Source: an optimization exercise on an open RTL-to-GDS flow (aim: small area, a short achievable clock period and few clock cycles per item). Production flows keep margins and buffers that such runs may drop.

the previous run:
## jlfe_xxtea
module jlfe_xxtea (
    input  wire         clk,
    input  wire         rst,           
    input  wire         cmd_valid,
    output wire         cmd_ready,
    input  wire         cmd_decrypt,   
    input  wire [3:0]   cmd_nm1,       
    input  wire [127:0] cmd_key,       
    input  wire         in_valid,
    output wire         in_ready,
    input  wire [31:0]  in_data,
    output wire         out_valid,
    input  wire         out_ready,
    output wire [31:0]  out_data,
    output wire         out_last
);
    localparam [1:0] S_IDLE = 2'd0,    
                     S_LOAD = 2'd1,    
                     S_PREF = 2'd2,    
                     S_RUN  = 2'd3;    
    reg  [1:0]   state;
    reg          dec;
    reg  [3:0]   nm1;
    reg  [127:0] key;
    reg  [31:0]  v [0:15];
    reg  [3:0]   li;          
    reg  [3:0]   P;           
    reg  [3:0]   PN;          
    reg  [3:0]   PNN;         
    reg  [2:0]   m;           
    reg  [31:0]  W;           
    reg  [31:0]  Y;           
    reg  [31:0]  Z;           
    reg  [31:0]  KW;          
    reg  [31:0]  S;           
    reg          wpend;       
    reg  [3:0]   PP;          
    reg          cdec;        
    reg          LS;          
    reg          cr;          
    reg          ir;          
    reg          olast;       
    reg  [2:0]   AE, AO;      
    reg  [2:0]   R1, R2;      
    reg          F1N, F1C, F1I, F2C, F2I;
    reg  [15:0]  LD;          
    reg          oact;        
    reg  [3:0]   o;           
    reg  [3:0]   onm1;        
    wire running = (state == S_RUN);
    wire loading = (state == S_LOAD);
    wire [31:0] mx_a, mx_b, w_new;
    xxtea_add32 add_a (.a((Z >> 5) ^ (Y << 2)), .b((Y >> 3) ^ (Z << 4)), .ci(1'b0), .s(mx_a));
    xxtea_add32 add_b (.a(S ^ Y), .b(KW ^ Z), .ci(1'b0), .s(mx_b));
    xxtea_add32 add_w (.a(W), .b(mx_a ^ mx_b ^ {32{dec}}), .ci(dec), .s(w_new));
    wire [3:0]  pnn_next  = dec ? ((PNN == 4'd0) ? nm1 : PNN - 4'd1)
                                : ((PNN == nm1)  ? 4'd0 : PNN + 4'd1);
    wire        n2 = (nm1 == 4'd1);
    wire [3:0]  s0 = dec ? nm1 : 4'd0;
    wire [3:0]  s1 = dec ? nm1 - 4'd1 : 4'd1;
  ...
For scale: about 3600 cells after synthesis, about 860 flip-flops.
==> flow/config.mk <==
export PLATFORM = sky130hd
export DESIGN_NAME = jlfe_xxtea
export DESIGN_NICKNAME = jlfe_xxtea
export VERILOG_FILES = /design/flow/design.v
export SDC_FILE = /design/flow/constraint.sdc
export NUM_CORES = 4
export LEC_CHECK = 0
export CAP_MARGIN = 20
export CORE_MARGIN = 2
export CORE_UTILIZATION = 55
export CTS_CLUSTER_DIAMETER = 80
export CTS_CLUSTER_SIZE = 20
export PLACE_DENSITY = 0.7
export SLEW_MARGIN = 20
==> flow/constraint.sdc <==
create_clock -name core_clock -period 12.0 [get_ports {clk}]
set_input_delay 2.4000 -clock core_clock [delete_from_list [all_inputs] [get_ports {clk}]]
set_output_delay 2.4000 -clock core_clock [all_outputs]
set_load 0.01 [all_outputs]
standard.sh (not shown) runs the stock make flow with config.mk's settings and CLKGATE_MAP_FILE= SYNTH_SCRIPT=/design/flow/synth_recipe.tcl, a recipe that flattens the netlist after the stock synthesis.
==> flow/flow/run.sh <==
#!/bin/bash
# The standard synthesis and layout. The only change: the timing repair
# passes aim for more setup slack than the clock period needs, on the worst
# paths only, so they keep speeding up the mixing loop.
set -euo pipefail
bash standard.sh synth > synth.log 2>&1
bash standard.sh SETUP_SLACK_MARGIN=9 TNS_END_PERCENT=0 SKIP_GATE_CLONING=1 finish > layout.log 2>&1
The previous run: all stages complete, timing, DRC and antenna checks passed
Relative to the previous run, the following input files were edited for the current run:
Settings: CORE_UTILIZATION now 40, was 55; PLACE_DENSITY now 0.6, was 0.7.
==> flow/flow/run.sh <==
#!/bin/bash
# The standard synthesis and layout, with two changes: the timing repair
# passes aim for more setup slack than the clock period needs, on the worst
# paths only, so they keep speeding up the mixing loop; and the buffer put
# on every input and output port is a plain buf_1.
set -euo pipefail
bash standard.sh synth > synth.log 2>&1
bash standard.sh SETUP_SLACK_MARGIN=9 TNS_END_PERCENT=0 SKIP_GATE_CLONING=1 \
    "BUFFER_PORTS_ARGS=-buffer_cell sky130_fd_sc_hd__buf_1" finish > layout.log 2>&1
Notes after the runs:
The current run finished every stage and its layout cleared the timing, design-rule and antenna checks. Note that the overall die area recorded for the current run amounts to 1.4 times the value seen in the previous run. The current run ended with more wire length per cell than the previous run. Pre-CTS worst setup slack (higher): the current run.
No functional check of the RTL was part of any run of this note.

## afterwards: timing with drivers on the ports
Ports are ideal in the flow. The routed layouts listed here were re-timed in OpenROAD.
Step 1 assumes that a clkbuf_16 drives the clock port and a buf_2 every other input.
Step 2 moves the port delays by t, midway between the first and last clock arrival at a register: inputs arrive t later, outputs are due t later. That takes back most of the time a late clock gives input paths.
Slacks: no drivers / after step 1 / after step 2; pairs: no drivers / after step 1.
run	t, ns	slack for setup (ns)	slew at the worst register clock pin (ns)	worst slew at a driven data input, ns
the previous run	0.712	6.945 / 6.945 / 6.460	0.09 / 0.09	0.09
the current run	0.755	6.925 / 6.925 / 6.289	0.10 / 0.10	0.19
After both steps every run listed still meets setup and hold. For the current run, which loses most, drivers alone change the setup slack by 0.000 ns; drivers and shift together by -0.636 ns.
